What follows belongs to an exercise in optimizing a design on an open flow for small area, a short achievable clock period and few clock cycles; a production flow would make more cautious choices.
No functional check of the RTL was part of any run shown here.
Power and IR drop assume default switching activity.

**design/flow/config.mk**
```make
export PLATFORM = sky130hd
export DESIGN_NAME = owd_core
export DESIGN_NICKNAME = owd_core
export VERILOG_FILES = /design/flow/design.v
export SDC_FILE = /design/flow/constraint.sdc
export NUM_CORES = 4
export LEC_CHECK = 0
export CAP_MARGIN = 30
export CORE_MARGIN = 2
export CORE_UTILIZATION = 55
export SETUP_SLACK_MARGIN = 5
export SLEW_MARGIN = 30
```
**design/flow/constraint.sdc**
```tcl
create_clock -name core_clock -period 12.0 [get_ports {clk}]
set_input_delay 2.4000 -clock core_clock [delete_from_list [all_inputs] [get_ports {clk}]]
set_output_delay 2.4000 -clock core_clock [all_outputs]
set_load 0.01 [all_outputs]
```
**design/flow/design.v**
```verilog
module owd_core (
    input              clk,
    input              rst,
    input              start,
    input              cancel,
    input      [31:0]  sample_rate_hz,
    input              force_overdrive,
    input              channel_valid,
    input      [7:0]   channel,
    output reg         cur_valid,
    output reg [1:0]   cur_cmd,
    output reg [31:0]  cur_n,
    input              cur_ack,
    input      [63:0]  cur_sample,
    input              cur_level,
    input              cur_eos,
    output             snk_valid,
    output     [180:0] snk_data,
    output             idle,
    output             busy,
    output             halted,
    output reg [1:0]   halt_reason,
    output     [7:0]   chan
);
    localparam [31:0] MIN_SAMPLE_RATE_HZ = 32'd2000000;
    localparam [1:0] CMD_QUERY = 2'd0, CMD_ADV_EDGE = 2'd1, CMD_PEEK_EDGE = 2'd2, CMD_ADV_BY = 2'd3;
    localparam [1:0] REC_FRAME = 2'd0, REC_COMMIT = 2'd1, REC_MARKER = 2'd2, REC_PROGRESS = 2'd3;
    localparam [2:0] MK_INVALID = 3'd0, MK_START = 3'd1, MK_DOWNARROW = 3'd2, MK_ZERO = 3'd3,
                     MK_ONE = 3'd4;
    localparam [1:0] LAYER_UNKNOWN = 2'd0, LAYER_DATA = 2'd1, LAYER_COMMAND = 2'd2,
                     LAYER_CRC = 2'd3;
    localparam [1:0] HR_NONE = 2'd0, HR_CANCELLED = 2'd1, HR_EOS = 2'd2, HR_CONFIG = 2'd3;
    localparam [4:0] S_IDLE = 5'd0,  S_HALT = 5'd1,  S_CFGE = 5'd2,  S_Q   = 5'd3,
                     S_M0   = 5'd4,  S_M1   = 5'd5,  S_M2   = 5'd6,  S_D   = 5'd7,
                     S_GAPF = 5'd8,  S_RQ   = 5'd9,  S_RA   = 5'd10, S_B   = 5'd11,
                     S_C1   = 5'd12, S_C2   = 5'd13, S_FR   = 5'd14, S_PR  = 5'd15,
                     S_CX   = 5'd16, S_FIX  = 5'd17, S_EFIX = 5'd18;
    reg [4:0]  ph;
    reg [7:0]  cfg_chan;
    reg [63:0] ex, ey, field_start;
    reg [47:0] acc;
    reg [5:0]  bits;
    reg [1:0]  layer;
    reg        unk;         
    reg        defer;       
    reg        gapped;      
    reg        warn;
    reg [23:0] hw;          
    reg        hw_ok;       
    reg        hacc;        
    reg        lvl;         
    reg        lazy;        
    reg        prog_rise;   
    reg        ra_rec;
    reg        fr_done;
    reg        asm_pend, asm_bit;
    reg [15:0] t10;
    reg [1:0]  t40lo;
    reg [15:0] t15;
    reg        t30lo;
    reg [3:0]  t480lo;
    reg [18:0] t88;
    reg [20:0] t380;
    reg [22:0] t1000;
    wire [16:0] t30  = {t15, t30lo};
    wire [17:0] t40  = {t10, t40lo};
    wire [20:0] t480 = {t15, t30lo, t480lo};
    reg [5:0]  tstep;
    wire [12:0] tQ   = acc[12:0];
    wire [19:0] tR   = acc[32:13];
    wire [22:0] tqb  = field_start[22:0];
    wire [19:0] trem = field_start[42:23];
    reg        rv;
    reg [1:0]  rtype;
    reg [1:0]  rbase;       
    reg [2:0]  rmk;
    reg        rfd;         
    reg        rfr;         
    assign idle   = (ph == S_IDLE);
    assign halted = (ph == S_HALT);
    assign busy   = !idle && !halted;
    assign chan   = cfg_chan;
    wire thr_ready = (tstep == 6'd50);
    reg        te_div, te_first, te_b;
    reg [3:0]  te_wr;       
    always @(*) begin
        te_div = 1'b0; te_first = 1'b0; te_b = 1'b0; te_wr = 4'd0;
        case (tstep)
            6'd0, 6'd1, 6'd2, 6'd3, 6'd4, 6'd5, 6'd6, 6'd7, 6'd8, 6'd9, 6'd10, 6'd11, 6'd12:
                te_div = 1'b1;
            6'd13: te_wr = 4'd1;
            6'd14: te_b = 1'b1;
            6'd15: ;
            6'd16: te_wr = 4'd2;
            6'd17: ;
            6'd18: begin te_wr = 4'd5; te_first = 1'b1; te_b = 1'b1; end
            6'd19, 6'd20: te_b = 1'b1;
            6'd21: te_wr = 4'd3;
            6'd22: te_wr = 4'd4;
            6'd23, 6'd24, 6'd25: ;
            6'd26: begin te_wr = 4'd8; te_first = 1'b1; end
            6'd27, 6'd28: te_b = 1'b1;
            6'd29, 6'd30, 6'd31: ;
            6'd32: begin te_wr = 4'd6; te_first = 1'b1; end
            6'd33, 6'd34, 6'd35, 6'd36, 6'd37: te_b = 1'b1;
            6'd38, 6'd39: ;
            6'd40: begin te_wr = 4'd7; te_first = 1'b1; te_b = 1'b1; end
            6'd41, 6'd42, 6'd43: te_b = 1'b1;
            6'd44: ;
            6'd45: te_b = 1'b1;
            6'd46, 6'd47, 6'd48: ;
            6'd49: te_wr = 4'd9;
            default: ;
        endcase
    end
    wire [3:0]  te_bitidx  = 4'd12 - tstep[3:0];
    wire        te_ratebit = sample_rate_hz[te_bitidx];
    wire [19:0] te_sr  = te_first ? tR : trem;
    wire [22:0] te_sq  = te_first ? {10'd0, tQ} : tqb;
    wire [19:0] te_add = te_div ? {19'd0, te_ratebit} : (te_b ? tR : 20'd0);
    wire [21:0] te_t0  = {1'b0, te_sr, 1'b0} + {2'd0, te_add};
    wire        te_c2  = (te_t0 >= 22'd2000000);
    wire        te_c1  = (te_t0 >= 22'd1000000);
    wire [21:0] te_rm  = te_t0 - (te_c2 ? 22'd2000000 : te_c1 ? 22'd1000000 : 22'd0);
    wire [19:0] te_rn  = te_rm[19:0];
    wire [1:0]  te_cn  = {te_c2, te_c1 & !te_c2};
    wire [22:0] te_qn  = {te_sq[21:0], 1'b0} + {21'd0, te_cn} +
                         ((!te_div && te_b) ? {10'd0, tQ} : 23'd0);
    wire [39:0] ex_hi_p1 = ex[63:24] + 40'd1;
    wire [24:0] dlo      = {1'b0, ey[23:0]} - {1'b0, ex[23:0]};
    wire        d_small  = dlo[24] ? (ey[63:24] == ex_hi_p1) : (ey[63:24] == ex[63:24]);
    wire [23:0] dw       = d_small ? dlo[23:0] : 24'hFFFFFF;
    wire [24:0] hsum     = {1'b0, hw} + {1'b0, dw};
    wire [23:0] hw_acc   = hsum[24] ? 24'hFFFFFF : hsum[23:0];
    function lt24;
        input [23:0] a, b;
        reg [31:0] l0, e0;
        reg [15:0] l1, e1;
        reg [7:0]  l2, e2;
        reg [3:0]  l3, e3;
        reg [1:0]  l4, e4;
        integer i;
        begin
            l0 = {8'd0, ~a & b};
            e0 = {8'hFF, ~(a ^ b)};
            for (i = 0; i < 16; i = i + 1) begin
                l1[i] = l0[2*i+1] | (e0[2*i+1] & l0[2*i]);
                e1[i] = e0[2*i+1] & e0[2*i];
            end
            for (i = 0; i < 8; i = i + 1) begin
                l2[i] = l1[2*i+1] | (e1[2*i+1] & l1[2*i]);
                e2[i] = e1[2*i+1] & e1[2*i];
            end
            for (i = 0; i < 4; i = i + 1) begin
                l3[i] = l2[2*i+1] | (e2[2*i+1] & l2[2*i]);
                e3[i] = e2[2*i+1] & e2[2*i];
            end
            for (i = 0; i < 2; i = i + 1) begin
                l4[i] = l3[2*i+1] | (e3[2*i+1] & l3[2*i]);
                e4[i] = e3[2*i+1] & e3[2*i];
            end
            lt24 = l4[1] | (e4[1] & l4[0]);
        end
    endfunction
    wire h_lt10    = lt24(hw, {8'd0, t10});
    wire h_gt1000  = lt24({1'b0, t1000}, hw);
    wire d_lt10    = lt24(dw, {8'd0, t10});
    wire d_gt15    = lt24({8'd0, t15}, dw);
    wire d_gt30    = lt24({7'd0, t30}, dw);
    wire d_gt40    = lt24({6'd0, t40}, dw);
    wire d_lt88    = lt24(dw, {5'd0, t88});
    wire d_gt380   = lt24({3'd0, t380}, dw);
    wire d_lt480   = lt24(dw, {3'd0, t480});
    wire x_gh   = !defer && !gapped && h_lt10;
    wire x_gl   = !defer && !gapped && d_lt10;
    wire x_rst  = d_gt380 || (force_overdrive && d_gt40 && d_lt88);
    wire x_warn = d_gt380 && d_lt480;
    reg [5:0] layer_width;
    always @(*) begin
        case (layer)
            LAYER_DATA:    layer_width = 6'd16;
            LAYER_COMMAND: layer_width = 6'd48;
            default:       layer_width = 6'd8;
        endcase
    end
    wire asm_full = (bits + 6'd1 == layer_width);
    wire asm_on   = (layer != LAYER_UNKNOWN);
    wire [4:0] asm_next = !asm_on ? S_PR : asm_full ? S_FR : S_PR;
    always @(*) begin
        cur_valid = 1'b0;
        cur_cmd   = CMD_ADV_EDGE;
        cur_n     = 32'd0;
        case (ph)
            S_Q:    begin cur_valid = 1'b1; cur_cmd = CMD_QUERY; end
            S_M0, S_RQ, S_RA: cur_valid = 1'b1;
            S_M1:   cur_valid = thr_ready;
            S_M2:   begin cur_valid = 1'b1; cur_cmd = CMD_PEEK_EDGE; end
            S_B, S_FIX: begin cur_valid = 1'b1; cur_cmd = CMD_ADV_BY; cur_n = {15'd0, t30}; end
            S_C1, S_EFIX: begin cur_valid = 1'b1; cur_cmd = CMD_ADV_BY; cur_n = {16'd0, t15}; end
            S_C2:   begin cur_valid = 1'b1; cur_cmd = CMD_ADV_BY; cur_n = {16'd0, t15} + {31'd0, t30lo}; end
            default: ;
        endcase
    end
    wire ack = cur_valid && cur_ack;
    wire [63:0] s_samp   = (rbase == 2'd1) ? ey : (rbase == 2'd2) ? field_start : ex;
    wire        r_frame  = (rtype == REC_FRAME);
    wire        r_marker = (rtype == REC_MARKER);
    wire        r_commit = (rtype == REC_COMMIT);
    assign snk_valid         = rv;
    assign snk_data[1:0]     = rtype;
    assign snk_data[65:2]    = r_commit ? 64'd0 : s_samp;
    assign snk_data[68:66]   = r_marker ? rmk : r_frame ? ey[2:0] : 3'd0;
    assign snk_data[129:69]  = r_frame ? ey[63:3] : 61'd0;
    assign snk_data[131:130] = rfd ? layer : 2'd0;
    assign snk_data[179:132] = rfd ? acc : 48'd0;
    assign snk_data[180]     = rfr & warn;
    wire [24:0] xsp_lo  = {1'b0, ex[23:0]} + {8'd0, t30};
    wire [63:0] ex_sp   = {xsp_lo[24] ? ex_hi_p1 : ex[63:24], xsp_lo[23:0]};
    always @(posedge clk) begin
        if (rst) begin
            ph          <= S_IDLE;
            halt_reason <= HR_NONE;
            cfg_chan    <= 8'd0;
            rv          <= 1'b0;
        end else begin
            rv  <= 1'b0;
            rfd <= 1'b0;
            rfr <= 1'b0;
            if (!thr_ready) begin
                tstep <= tstep + 6'd1;
                field_start[42:0] <= {te_rn, te_qn};
                case (te_wr)
                    4'd1: acc[32:0] <= {trem, tqb[12:0]};
                    4'd2: t10    <= tqb[15:0];
                    4'd3: t15    <= tqb[15:0];
                    4'd4: t30lo  <= tqb[0];
                    4'd5: t40lo  <= tqb[1:0];
                    4'd6: t88    <= tqb[18:0];
                    4'd7: t380   <= tqb[20:0];
                    4'd8: t480lo <= tqb[3:0];
                    4'd9: t1000  <= tqb[22:0];
                    default: ;
                endcase
            end
            if (asm_pend) begin
                asm_pend <= 1'b0;
                if (asm_on) begin
                    if (asm_bit)
                        acc[bits] <= 1'b1;
                    bits <= bits + 6'd1;
                end
            end
            if (ack && cur_eos) begin
                if (ph == S_B) begin
                    ph <= S_EFIX;
                end else begin
                    halt_reason <= HR_EOS;
                    ph          <= S_HALT;
                end
            end else begin
                case (ph)
                    S_IDLE: begin
                        if (start) begin
                            if (sample_rate_hz < MIN_SAMPLE_RATE_HZ || !channel_valid) begin
                                halt_reason <= HR_CONFIG;
                                ph          <= S_CFGE;
                            end else begin
                                cfg_chan    <= channel;
                                halt_reason <= HR_NONE;
                                layer       <= LAYER_UNKNOWN;
                                bits        <= 6'd0;
                                unk         <= 1'b1;
                                defer       <= 1'b0;
                                gapped      <= 1'b0;
                                hacc        <= 1'b0;
                                lazy        <= 1'b0;
                                fr_done     <= 1'b0;
                                asm_pend    <= 1'b0;
                                tstep       <= 6'd0;
                                field_start[42:0] <= {1'b0, sample_rate_hz[31:13], 23'd0};
                                ph          <= S_Q;
                            end
                        end
                    end
                    S_CFGE: ph <= S_HALT;
                    S_Q: if (ack) begin
                        ey  <= cur_sample;
                        lvl <= cur_level;
                        ph  <= cur_level ? S_M1 : S_M0;
                    end
                    S_M0: if (ack) begin
                        if (!hacc) begin
                            ex <= ey;
                            ey <= cur_sample;
                        end
                        lazy <= 1'b0;
                        ph   <= S_M1;
                    end
                    S_M1: if (ack) begin
                        if (!hacc)
                            ex <= ey;
                        ey    <= cur_sample;
                        hw_ok <= 1'b0;
                        ph    <= S_M2;
                    end
                    S_M2: begin
                        if (!hw_ok) begin
                            hw    <= hacc ? hw_acc : dw;
                            hw_ok <= 1'b1;
                            hacc  <= 1'b0;
                        end
                        if (ack) begin
                            ex      <= ey;
                            ey      <= cur_sample;
                            gapped  <= 1'b0;
                            ph      <= S_D;
                        end
                    end
                    S_D: begin
                        if (bits == 6'd0)
                            field_start <= ex;
                        if (x_gh || x_gl) begin
                            rv    <= 1'b1;
                            rtype <= REC_MARKER;
                            rbase <= 2'd0;
                            rmk   <= MK_INVALID;
                            hacc  <= !x_gh;
                            ph    <= S_M0;
                        end else if (unk && !gapped) begin
                            defer  <= 1'b0;
                            gapped <= 1'b1;
                            rv     <= 1'b1;
                            rtype  <= REC_MARKER;
                            rbase  <= 2'd0;
                            rmk    <= h_gt1000 ? MK_START : MK_DOWNARROW;
                            ph     <= h_gt1000 ? S_GAPF : S_D;
                        end else begin
                            defer <= 1'b0;
                            if (x_rst) begin
                                rv     <= 1'b1;
                                rtype  <= REC_COMMIT;
                                warn   <= x_warn;
                                ra_rec <= 1'b1;
                                ph     <= S_RQ;
                            end else if (d_gt30) begin
                                ex        <= ex_sp;
                                rv        <= 1'b1;
                                rtype     <= REC_MARKER;
                                rbase     <= 2'd0;
                                rmk       <= MK_ZERO;
                                lvl       <= 1'b0;
                                prog_rise <= 1'b0;
                                lazy      <= 1'b1;
                                asm_pend  <= 1'b1;
                                asm_bit   <= 1'b0;
                                ph        <= asm_next;
                            end else if (d_gt15) begin
                                ph <= S_B;
                            end else begin
                                ph <= S_C1;
                            end
                        end
                    end
                    S_GAPF: begin
                        rv    <= 1'b1;
                        rtype <= REC_COMMIT;
                        layer <= LAYER_DATA;
                        bits  <= 6'd0;
                        acc   <= 48'd0;
                        unk   <= 1'b0;
                        ph    <= S_D;
                    end
                    S_RQ, S_RA: begin
                        if (ra_rec) begin
                            rv     <= 1'b1;
                            rtype  <= REC_FRAME;
                            rbase  <= 2'd0;
                            rfr    <= 1'b1;
                            ra_rec <= 1'b0;
                            layer  <= LAYER_DATA;
                            bits   <= 6'd0;
                            acc    <= 48'd0;
                            unk    <= 1'b0;
                            defer  <= 1'b1;
                        end
                        if (ack) begin
                            lvl       <= 1'b1;
                            prog_rise <= 1'b1;
                            ph        <= S_PR;
                        end else begin
                            ph        <= S_RA;
                        end
                    end
                    S_B, S_C2: if (ack) begin
                        ex        <= cur_sample;
                        rv        <= 1'b1;
                        rtype     <= REC_MARKER;
                        rbase     <= 2'd0;
                        rmk       <= cur_level ? MK_ONE : MK_ZERO;
                        lvl       <= cur_level;
                        prog_rise <= 1'b0;
                        asm_pend  <= 1'b1;
                        asm_bit   <= cur_level;
                        ph        <= asm_next;
                    end
                    S_C1: if (ack) begin
                        ex <= cur_sample;
                        if (cur_level) begin
                            rv        <= 1'b1;
                            rtype     <= REC_MARKER;
                            rbase     <= 2'd0;
                            rmk       <= MK_INVALID;
                            lvl       <= 1'b1;
                            prog_rise <= 1'b0;
                            ph        <= S_PR;
                        end else begin
                            ph <= S_C2;
                        end
                    end
                    S_FR: begin
                        rv      <= 1'b1;
                        rtype   <= REC_FRAME;
                        rbase   <= 2'd2;
                        rfd     <= 1'b1;
                        fr_done <= 1'b1;
                        ph      <= S_PR;
                    end
                    S_PR: begin
                        rv    <= 1'b1;
                        rtype <= REC_PROGRESS;
                        rbase <= prog_rise ? 2'd1 : 2'd0;
                        if (fr_done) begin
                            fr_done <= 1'b0;
                            bits    <= 6'd0;
                            acc     <= 48'd0;
                            layer   <= (layer == LAYER_DATA) ? LAYER_COMMAND : LAYER_CRC;
                        end
                        if (cancel)
                            ph <= lazy ? S_FIX : S_CX;
                        else
                            ph <= lvl ? S_M1 : S_M0;
                    end
                    S_CX: begin
                        halt_reason <= HR_CANCELLED;
                        ph          <= S_HALT;
                    end
                    S_FIX: if (ack) begin
                        halt_reason <= HR_CANCELLED;
                        ph          <= S_HALT;
                    end
                    S_EFIX: if (ack) begin
                        halt_reason <= HR_EOS;
                        ph          <= S_HALT;
                    end
                    default: ;  
                endcase
            end
        end
    end
endmodule
```
**design/flow/run.sh**
```bash
#!/bin/bash
# synth_recipe.tcl (not shown) runs the flow's synth.tcl, then flattens the netlist and writes it again
# the make line also repeats each setting of config.mk as NAME=value (left out here)
make -C /OpenROAD-flow-scripts/flow DESIGN_CONFIG=/design/flow/config.mk WORK_HOME=/design/flow/orfs CLKGATE_MAP_FILE= SYNTH_SCRIPT=/design/flow/synth_recipe.tcl finish
```
==> load_flow_metrics.sql, run 1 <==
INSERT INTO impl_metrics (metric_group, metric, value, unit) VALUES
('status', 'outcome', 'complete, no violations', ''),
('drt', 'first_pass_iters', '8', ''),
('die', 'die_h', '250', 'um'),
('power_and_ir_drop', 'vdd_ir_drop_max', '265', 'uV'),
('yosys', 'synth_cell_type_count', '91', ''),
('timing', 'actual_transition_at_the_worst_max_transition_pin', '1130', 'ps'),
('cells_and_area', 'area_grow_syn2layout', '24.0', '%'),
('place', 'placement.cell_area', '37400', 'um^2'),
('critical_path', 'startpoint', 'ex[0]$_DFFE_PP_', ''),
('clocking', 'cts_tree', 'done', ''),
('place', 'post-place-ws', '3220', 'ps'),
('yosys', 'synth_top_area_cell', 'sky130_fd_sc_hd__edfxtp_1', ''),
('clocking', 'tritoncts_num_sinks', '425', ''),
('yosys', 'synthesis.area_per_instance', '9.10', 'um^2'),
('critical_path', 'cp.arrival', '7730', 'ps'),
('yosys', 'yosysTopAreaCellShare', '36.2', '%'),
('die', 'die_width', '250', 'um'),
('clocking', 'clk_pin_slew_worst_paths', '70', 'ps'),
('clocking', 'htree_levels', '2', ''),
('clocking', 'root_buffer', 'sky130_fd_sc_hd__clkbuf_16', ''),
('drt', 'detail_route.wirelength', '128000', 'um'),
('place', 'dp_hpwl', '92800', 'um'),
('min_path', 'hold_path.class', 'reg2reg', ''),
('drt', 'initialDrtViolationCount', '4031', ''),
('global_route', 'antenna_found_initial', '3', ''),
('power_and_ir_drop', 'leakage', '16.1', 'nW'),
('yosys', 'post_synth_instance_area', '33300', 'um^2'),
('cells_and_area', 'insertedDiodeCount', '0', ''),
('yosys', 'synth_enable_flop_cells', '402', ''),
('cells_and_area', 'filler_cell_count', '4593', ''),
('critical_path', 'critPathKind', 'reg2reg', ''),
('clocking', 'cts_max_path_buffers', '3', ''),
('timing', 'post-route-worst-setup-slack', '4620', 'ps'),
('cells_and_area', 'fin_area', '41300', 'um^2'),
('critical_path', 'critical-path-max-stage-delay', '540', 'ps'),
('global_route', 'vias_in_the_first_global_route', '32044', ''),
('yosys', 'synth_ff_type', 'sky130_fd_sc_hd__edfxtp_1', ''),
('die', 'placement_rows', '90', ''),
('yosys', 'ys_seq_area_share', '37.6', '%'),
('place', 'buffer_ports.inserted', '327', ''),
('timing', 'slew-limit-headroom', '24.2', '%'),
('yosys', 'yosys-top-cells-area', 'sky130_fd_sc_hd__edfxtp_1 (36%), sky130_fd_sc_hd__ha_1 (11%), sky130_fd_sc_hd__nand2_1 (4.5%)', ''),
('critical_path', 'crit_slowest_cell', 'sky130_fd_sc_hd__or4b_4', ''),
('drt', 'ant_nets', '0', ''),
('critical_path', 'r2r_cells', '32', ''),
('critical_path', 'path_max_fanout', '8', ''),
('timing', 'hold_viol', '0', ''),
('yosys', 'syn_inst', '3663', ''),
('drt', 'num_vias', '32408', ''),
('critical_path', 'timing.critical_path.required', '12360', 'ps'),
('global_route', 'globalRouteTotalUtil', '39.6', '%'),
('timing', 'layout_worst_path_cycle_share', '61.5', '%'),
('die', 'io_pins', '343', ''),
('flow_run', 'cap_viol_max_count', '0', ''),
('min_path', 'timing.hold.worst.start', 'cfg_chan[5]$_SDFFE_PP0P_', ''),
('die', 'dieArea', '62600', 'um^2'),
('clocking', 'clkLatencyLatePin', '620', 'ps'),
('global_route', 'wire_length_of_the_first_global_routing_pass', '191000', 'um'),
('die', 'fp.coreArea', '60100', 'um^2'),
('drt', 'post_drt_wl_per_cell', '26.6', 'um'),
('place', 'place.gp.congestion', '1.01', ''),
('yosys', 'postSynth.asyncResetShare', '0', '%'),
('drt', 'drt_drc_violations_left', '0', ''),
('critical_path', 'startpoint_type', 'flop', ''),
('timing', 'finalClockSkew', '29.5', 'ps'),
('timing', 'final_setup_tns', '0', 'ps'),
('power_and_ir_drop', 'pwr_cell_area', '158', 'nW/um^2'),
('yosys', 'yosysWarningCount', '1', ''),
('cells_and_area', 'layout.cells.non_filler', '4839', ''),
('place', 'count_of_placed_standard_cells_including_taps', '4634', ''),
('timing', 'maximum_achievable_frequency', '136', 'MHz');
[per-stage QoR]
stage,utilization [%],total power [mW]
finish,68.7,6.52
global route,68.7,6.82
CTS,67.3,6.34
detailed placement,62.2,4.54
global placement,62.1,4.48
floorplan,-,3.76
[repair_timing]
action,CTS,global route
endpoints found under the setup margin,133,121
pin swaps,49,63
hold endpoints to repair,0,0
buffers inserted,74,32
gates resized for setup,119,107
gates cloned,4,4
[registers in the layout, summed over array words and instances (netlist names), 4 cells and up]
register	cells
ex	64
ey	64
field_start	64
acc	48
hw	24
t1000	23
t380	21
t88	19
t10	16
t15	16
cfg_chan	8
bits	6
tstep	6
ph	5
t480lo	4
te_wr	4
[cell usage after synthesis, drive strengths merged (11+ instances only)]
cell type and instances:
dfxtp 23, nor2 239, nand2 403, or3 22
o21ai 214, and3 40, o22a 22, and4 12
and2 158, ha 290, mux2i 26, xor2 90
o221ai 14, o21a 34, buf 46, a221o 13
edfxtp 402, o22ai 21, a21oi 268, a31oi 63
nand2b 29, o21bai 11, a21o 56, or4 14
inv 206, nor3 78, a211oi 24, nor2b 31
nand3 80, o31ai 16, nor4 30, xnor2 123
mux2 37, clkbuf 149, o211ai 24, a22oi 140
nand4 55
[path summary, 6_finish.rpt]
| check | to | slack, ps |
|---|---|---|
| worst max-delay path | hw[13]$_DFFE_PP_ | 4620 |
| worst min-delay path | cfg_chan[5]$_SDFFE_PP0P_ | 470 |
| worst max register to register | hw[13]$_DFFE_PP_ | 4620 |
| worst min register to register | cfg_chan[5]$_SDFFE_PP0P_ | 470 |
[per-layer routing]
layer | GRT usage (%) | up-vias | wire length, um
met2 | 65.5 | 1990 | 59900
met5 | 0 | - | 40
li1 | - | 14258 | -
met3 | 6.97 | 488 | 11900
met1 | 48.4 | 15666 | 47600
met4 | 23.8 | 6 | 9100
[layout by cell type (no fill, tap or decap), types with 17 or more instances in the layout]
cell / count
sky130_fd_sc_hd__a211oi_1: 17
sky130_fd_sc_hd__a21o_1: 53
sky130_fd_sc_hd__a21oi_1: 248
sky130_fd_sc_hd__a22oi_1: 140
sky130_fd_sc_hd__a31oi_1: 58
sky130_fd_sc_hd__and2_1: 154
sky130_fd_sc_hd__and3_1: 39
sky130_fd_sc_hd__buf_4: 127
sky130_fd_sc_hd__clkbuf_16: 55
sky130_fd_sc_hd__clkdlybuf4s50_1: 327
sky130_fd_sc_hd__dfxtp_1: 20
sky130_fd_sc_hd__edfxtp_1: 402
sky130_fd_sc_hd__ha_1: 264
sky130_fd_sc_hd__ha_4: 17
sky130_fd_sc_hd__inv_1: 198
sky130_fd_sc_hd__mux2_2: 36
sky130_fd_sc_hd__mux2i_1: 26
sky130_fd_sc_hd__nand2_1: 382
sky130_fd_sc_hd__nand2b_1: 27
sky130_fd_sc_hd__nand3_1: 76
sky130_fd_sc_hd__nand4_1: 52
sky130_fd_sc_hd__nor2_1: 224
sky130_fd_sc_hd__nor2b_1: 25
sky130_fd_sc_hd__nor3_1: 63
sky130_fd_sc_hd__nor4_1: 19
sky130_fd_sc_hd__o211ai_1: 24
sky130_fd_sc_hd__o21a_1: 32
sky130_fd_sc_hd__o21ai_0: 198
sky130_fd_sc_hd__o22a_1: 22
sky130_fd_sc_hd__o22ai_1: 21
sky130_fd_sc_hd__or3_1: 20
sky130_fd_sc_hd__xnor2_1: 122
sky130_fd_sc_hd__xor2_1: 89
[critical path: cells and delay by family, from the launching register on]
family	cells	cell delay (ps)
adders and majority gates	4	1050
and+or+nand+nor	8	1710
buffers and inverters	7	1180
AOI/OAI and AO/OA	13	2690
DFF	1	440
[power breakdown]
part,internal [mW],switching (mW)
combinational,1.13,1.47
sequential,1.91,0.303
clock,1.03,0.679
[kinds of logic after synthesis]
logic type	Yosys count	synth area share, %
compound gates	1029	20.0
xor+xnor	213	5.60
fa+ha+maj	297	11.3
buf+inv	401	4.81
flops	425	37.6
mux	67	2.30
other cells	1	0.0113
simple gates	1230	18.4
[area by class of cell]
cell class,instances,area [um^2],area share (%)
repair buffers,483,4720,11.4
well taps,782,978,2.37
flip-flops and latches,425,12500,30.3
multi-input cells,2852,20500,49.6
inverters,206,779,1.89
clock inverters,37,504,1.22
clock buffers,54,1290,3.12
==> run 2: changes to the inputs <==
--- a/design/flow/design.v
+++ b/design/flow/design.v
@@ -47,3 +47,3 @@
     reg        warn;
-    reg [23:0] hw;          
+    reg [24:0] hw;          
     reg        hw_ok;       
@@ -131,5 +131,6 @@
     wire        d_small  = dlo[24] ? (ey[63:24] == ex_hi_p1) : (ey[63:24] == ex[63:24]);
-    wire [23:0] dw       = d_small ? dlo[23:0] : 24'hFFFFFF;
-    wire [24:0] hsum     = {1'b0, hw} + {1'b0, dw};
-    wire [23:0] hw_acc   = hsum[24] ? 24'hFFFFFF : hsum[23:0];
+    wire [23:0] dl       = dlo[23:0];
+    wire [24:0] hsum     = {1'b0, hw[23:0]} + {1'b0, dl};
+    wire [24:0] hw_new   = !d_small ? 25'h1000000 : {1'b0, dl};
+    wire [24:0] hw_acc   = !d_small ? 25'h1000000 : {hw[24] | hsum[24], hsum[23:0]};
     function lt24;
@@ -164,11 +165,11 @@
     endfunction
-    wire h_lt10    = lt24(hw, {8'd0, t10});
-    wire h_gt1000  = lt24({1'b0, t1000}, hw);
-    wire d_lt10    = lt24(dw, {8'd0, t10});
-    wire d_gt15    = lt24({8'd0, t15}, dw);
-    wire d_gt30    = lt24({7'd0, t30}, dw);
-    wire d_gt40    = lt24({6'd0, t40}, dw);
-    wire d_lt88    = lt24(dw, {5'd0, t88});
-    wire d_gt380   = lt24({3'd0, t380}, dw);
-    wire d_lt480   = lt24(dw, {3'd0, t480});
+    wire h_lt10    = !hw[24] && lt24(hw[23:0], {8'd0, t10});
+    wire h_gt1000  =  hw[24] || lt24({1'b0, t1000}, hw[23:0]);
+    wire d_lt10    =  d_small && lt24(dl, {8'd0, t10});
+    wire d_gt15    = !d_small || lt24({8'd0, t15}, dl);
+    wire d_gt30    = !d_small || lt24({7'd0, t30}, dl);
+    wire d_gt40    = !d_small || lt24({6'd0, t40}, dl);
+    wire d_lt88    =  d_small && lt24(dl, {5'd0, t88});
+    wire d_gt380   = !d_small || lt24({3'd0, t380}, dl);
+    wire d_lt480   =  d_small && lt24(dl, {3'd0, t480});
     wire x_gh   = !defer && !gapped && h_lt10;
@@ -307,3 +308,3 @@
                         if (!hw_ok) begin
-                            hw    <= hacc ? hw_acc : dw;
+                            hw    <= hacc ? hw_acc : hw_new;
                             hw_ok <= 1'b1;
==> run 2 against run 1 <==
Total power fell by 7.0%. Synthesized cell count grew 1.4%. Cell count is 1.0% lower. Critical endpoint is now field_start[14]$_DFFE_PN_. Register-to-register slack better by 580 ps. Fmax rose by 8.5%. Synthesized area rose by 0.56%. Clock skew is 11 ps lower. Sequential cell count up 1. Worst hold slack got worse by 5.2 ps. Sequential share of layout area rose by 1.4 points. Sequential power is essentially flat.
==> load_flow_metrics.sql, run 2 <==
INSERT INTO impl_metrics (metric_group, metric, value, unit) VALUES
('clocking', 'cts_max_path_buffers', '3', ''),
('place', 'placement.cell_area', '37500', 'um^2'),
('yosys', 'yosys-top-cells-area', 'sky130_fd_sc_hd__edfxtp_1 (36%), sky130_fd_sc_hd__ha_1 (11%), sky130_fd_sc_hd__nand2_1 (4.5%)', ''),
('yosys', 'syn_inst', '3714', ''),
('timing', 'actual_transition_at_the_worst_max_transition_pin', '1030', 'ps'),
('min_path', 'hold_path.class', 'reg2reg', ''),
('place', 'place.gp.congestion', '1.03', ''),
('cells_and_area', 'layout.nets', '4375', ''),
('global_route', 'grt_overflow', '0', ''),
('power_and_ir_drop', 'p_switching', '2.27', 'mW'),
('timing', 'layout_worst_path_cycle_share', '56.7', '%'),
('yosys', 'synthesis.area_per_instance', '9.02', 'um^2'),
('yosys', 'synth_enable_flop_cells', '403', ''),
('drt', 'initialDrtViolationCount', '3733', ''),
('cells_and_area', 'area.sequential', '12600', 'um^2'),
('min_path', 'hold_depth', '2', ''),
('timing', 'maximum_achievable_frequency', '147', 'MHz'),
('die', 'die_h', '251', 'um'),
('critical_path', 'r2r_cells', '29', ''),
('min_path', 'holdPathEnd', 'cfg_chan[4]$_SDFFE_PP0P_', ''),
('critical_path', 'crit_slowest_cell', 'sky130_fd_sc_hd__fa_2', ''),
('yosys', 'synth_top_area_cell', 'sky130_fd_sc_hd__edfxtp_1', ''),
('place', 'count_of_placed_standard_cells_including_taps', '4677', ''),
('min_path', 'timing.hold.worst.start', 'cfg_chan[4]$_SDFFE_PP0P_', ''),
('cells_and_area', 'layout_commonest_cell', 'sky130_fd_sc_hd__edfxtp_1', ''),
('die', 'die_width', '251', 'um'),
('power_and_ir_drop', 'share_comb_of_total_power', '36.4', '%'),
('timing', 'maxSlewViolCount', '0', ''),
('cells_and_area', 'fin_area', '39600', 'um^2'),
('die', 'initial_utilization', '55.6', '%'),
('drt', 'num_vias', '31931', ''),
('die', 'fp.coreArea', '60200', 'um^2'),
('timing', 'finalSetupViolations', '0', ''),
('global_route', 'grt_start_max_net_pins', '75', ''),
('global_route', 'globalRouteTotalUtil', '38.2', '%'),
('critical_path', 'critical-path-max-stage-delay', '580', 'ps'),
('clocking', 'cts-buffers-inserted', '49', ''),
('yosys', 'yosysTopAreaCellShare', '36.1', '%'),
('place', 'dp_hpwl', '92400', 'um'),
('critical_path', 'critPathKind', 'reg2reg', ''),
('drt', 'post_drt_wl_per_cell', '25.9', 'um'),
('power_and_ir_drop', 'pwr_cell_area', '153', 'nW/um^2'),
('cells_and_area', 'layout.cells.non_filler', '4789', ''),
('drt', 'ant_nets', '0', ''),
('clocking', 'cts_tree', 'done', ''),
('yosys', 'ys_seq_area_share', '37.5', '%'),
('critical_path', 'r2r_start', 'te_first$_DFF_P_', ''),
('drt', 'first_pass_iters', '6', ''),
('yosys', 'postSynth.asyncResetShare', '0', '%'),
('clocking', 'root_buffer', 'sky130_fd_sc_hd__clkbuf_16', ''),
('global_route', 'antenna_found_initial', '4', ''),
('global_route', 'vias_in_the_first_global_route', '31231', ''),
('drt', 'drt_drc_violations_left', '0', ''),
('cells_and_area', 'post_route_cells_drive_above_1_share', '7.09', '%'),
('yosys', 'synthMostInstantiatedCell', 'sky130_fd_sc_hd__edfxtp_1', ''),
('yosys', 'post_synth_instance_area', '33500', 'um^2'),
('timing', 'final_critical_path_time_including_i_o_delays_and_setup', '6800', 'ps'),
('yosys', 'synth.top_cells.by_count', 'sky130_fd_sc_hd__edfxtp_1 (403), sky130_fd_sc_hd__nand2_1 (401), sky130_fd_sc_hd__a21oi_1 (289), sky130_fd_sc_hd__ha_1 (289), sky130_fd_sc_hd__nor2_1 (236)', ''),
('power_and_ir_drop', 'leakage', '15.4', 'nW'),
('cells_and_area', 'area_grow_syn2layout', '18.2', '%'),
('cells_and_area', 'top_library_cells_by_usage_in_the_layout_fill_and_taps_aside', 'sky130_fd_sc_hd__edfxtp_1 (403), sky130_fd_sc_hd__nand2_1 (399), sky130_fd_sc_hd__clkdlybuf4s50_1 (327), sky130_fd_sc_hd__ha_1 (288), sky130_fd_sc_hd__a21oi_1 (281)', ''),
('critical_path', 'timing.critical_path.required', '12330', 'ps'),
('timing', 'final_setup_tns', '0', 'ps'),
('place', 'buffer_ports.inserted', '327', ''),
('yosys', 'synth_ff_type', 'sky130_fd_sc_hd__edfxtp_1', ''),
('clocking', 'clkLatencyLatePin', '610', 'ps'),
('drt', 'detail_route.wirelength', '124000', 'um'),
('power_and_ir_drop', 'seq_power_share', '36.0', '%'),
('timing', 'slew-limit-headroom', '30.8', '%'),
('drt', 'viasPerCell', '6.67', ''),
('status', 'outcome', 'complete, no violations', ''),
('cells_and_area', 'multi_input_comb_area', '19700', 'um^2'),
('flow_run', 'cap_viol_max_count', '0', ''),
('timing', 'finalClockSkew', '18.7', 'ps'),
('cells_and_area', 'largest_registers', 'ex: 64 flops, ey: 64 flops, field_start: 64 flops', ''),
('critical_path', 'rr_endpoint', 'field_start[14]$_DFFE_PN_', ''),
('critical_path', 'path_max_fanout', '9', ''),
('critical_path', 'worst-r2r-setup-slack', '5200', 'ps'),
('power_and_ir_drop', 'vdd_ir_drop_max', '133', 'uV'),
('clocking', 'htree_levels', '2', ''),
('power_and_ir_drop', 'p_int', '3.80', 'mW'),
('die', 'io_pins', '343', ''),
('yosys', 'yosysWarningCount', '1', ''),
('yosys', 'post_synthesis_register_bit_count', '426', ''),
('critical_path', 'startpoint_type', 'flop', ''),
('power_and_ir_drop', 'clockPowerShare', '27.5', '%'),
('critical_path', 'end_kind', 'flop', ''),
('power_and_ir_drop', 'swShare', '37.4', '%'),
('cells_and_area', 'filler_cell_count', '4862', ''),
('clocking', 'clk_pin_slew_worst_paths', '60', 'ps'),
('global_route', 'wire_length_of_the_first_global_routing_pass', '185000', 'um'),
('timing', 'hold_viol', '0', ''),
('die', 'placement_rows', '90', ''),
('timing', 'rsz0062_at_grt', 'true', ''),
('die', 'dieArea', '62900', 'um^2'),
('clocking', 'tritoncts_num_sinks', '426', ''),
('yosys', 'synth_cell_type_count', '102', ''),
('critical_path', 'cp.arrival', '7130', 'ps'),
('timing', 'hold_ws', '461', 'ps');
## run 2: changes by cell type after synthesis, sizes merged, moves of 8 or more
| cell | before | now |
|---|---|---|
| o21bai | 11 | 19 |
| o211ai | 24 | 16 |
| a222oi | 0 | 9 |
| and2 | 158 | 171 |
| xor2 | 90 | 82 |
| nand4 | 55 | 40 |
| nor3 | 78 | 100 |
| nand3 | 80 | 93 |
| a21oi | 268 | 292 |
| o22a | 22 | 3 |
## run 2: power by group through the flow
stage	clock [mW]	sequential (mW)	combinational [mW]
2_1_floorplan	0	2.02	1.50
3_3_place_gp	0	2.19	2.00
3_5_place_dp	0	2.19	2.04
4_1_cts	1.67	2.17	2.10
5_1_grt	1.72	2.19	2.40
6_report	1.67	2.18	2.21
## run 2: worst max path at each step
stage | cells after the start | slack (ps) | startpoint | end
CTS | 30 | 5010 | te_first$_DFF_P_ | field_start[14]$_DFFE_PN_
detailed placement | 30 | 4190 | te_first$_DFF_P_ | field_start[18]$_DFFE_PN_
global placement | 30 | 4500 | te_first$_DFF_P_ | field_start[18]$_DFFE_PN_
finish | 29 | 5200 | te_first$_DFF_P_ | field_start[14]$_DFFE_PN_
global route | 28 | 4870 | te_b$_DFF_P_ | field_start[14]$_DFFE_PN_
floorplan | 31 | 5020 | te_first$_DFF_P_ | field_start[18]$_DFFE_PN_
## run 2: layout make-up
| type | count | area share (%) |
|---|---|---|
| Multi-Input combinational cell | 2886 | 49.7 |
| Antenna cell | 1 | 0.00632 |
| Timing Repair Buffer | 391 | 9.69 |
| Sequential cell | 426 | 31.7 |
| Clock inverter | 28 | 1.08 |
| Inverter | 213 | 2.03 |
| Tap cell | 782 | 2.47 |
| Clock buffer | 62 | 3.35 |
## run 2: kinds of logic (layout without fill, tap and decap cells)
logic type	count (synthesis)	after routing	synth area share, %
buffers and inverters	416	694	4.95
multiplexers	65	65	2.23
flip-flops	426	426	37.5
XOR/XNOR	204	204	5.33
other	1	16	0.0112
AO/OA/AOI/OAI	1039	1039	20.1
AND/OR/NAND/NOR	1266	1266	18.7
adder cells (fa/ha/maj)	297	297	11.2
## run 2: repair_timing
item	CTS	global route
hold buffers	0	0
buffers inserted	8	12
setup endpoints to repair	12	80
gates resized for setup	14	24
pin swaps	6	10
gates cloned	0	1
## run 2: per-stage QoR
| stage | total power [mW] | utilization (%) | worst slack (ps) |
|---|---|---|---|
| after floorplan | 3.51 | - | 5020 |
| after global placement | 4.19 | 62.1 | 4500 |
| after detailed placement | 4.23 | 62.2 | 4190 |
| after CTS | 5.94 | 65.3 | 5010 |
| after global routing | 6.31 | 65.7 | 4870 |
| final | 6.06 | 65.7 | 5200 |
## run 2: worst max-delay path, delay by kind of cell, from the launching register on
kind | cells | cell delay (ps)
AOI/OAI and AO/OA | 18 | 3610
xor gates and xnor gates | 2 | 280
muxes | 1 | 330
buffers and inverters | 4 | 520
adders and majority gates | 4 | 1400
DFF | 1 | 390
## run 2: routing by layer
| layer | vias to the layer above | share of wire, % | global-route usage (%) | routed length (um) |
|---|---|---|---|---|
| met2 | 1863 | 47 | 63.4 | 57800 |
| met4 | 6 | 6.7 | 22.3 | 8300 |
| met1 | 15447 | 38 | 47.4 | 46900 |
| li1 | 14191 | - | - | - |
| met5 | - | 0.035 | 0 | 43 |
| met3 | 424 | 8.8 | 5.83 | 10900 |

[separate check: timing with driven ports]
How much do the figures lean on ideal ports? The routed layouts below were timed once more, with nothing changed but the port constraints. Step 1: set_driving_cell puts a clkbuf_16 on clk and a buf_2 on each other input, an assumption about the parent block. Step 2 also shifts input and output timing later by t, the mid clock arrival at the registers, as if the neighbouring blocks saw the same clock. Slacks: no drivers / after step 1 / after step 2; pairs: no drivers / after step 1.
| run | t, ns | setup slack, ns | hold slack, ns | worst slew at a driven data input, ns |
|---|---|---|---|---|
| run 1 | 0.671 | 4.622 / 4.622 / 4.622 | 0.466 / 0.466 / 0.466 | 0.11 |
| run 2 | 0.669 | 5.200 / 5.200 / 4.671 | 0.461 / 0.461 / 0.461 | 0.12 |
After both steps every run listed still meets setup and hold. The setup slack of run 2, which loses most, moves by 0.000 ns with the drivers and by -0.529 ns with both steps.
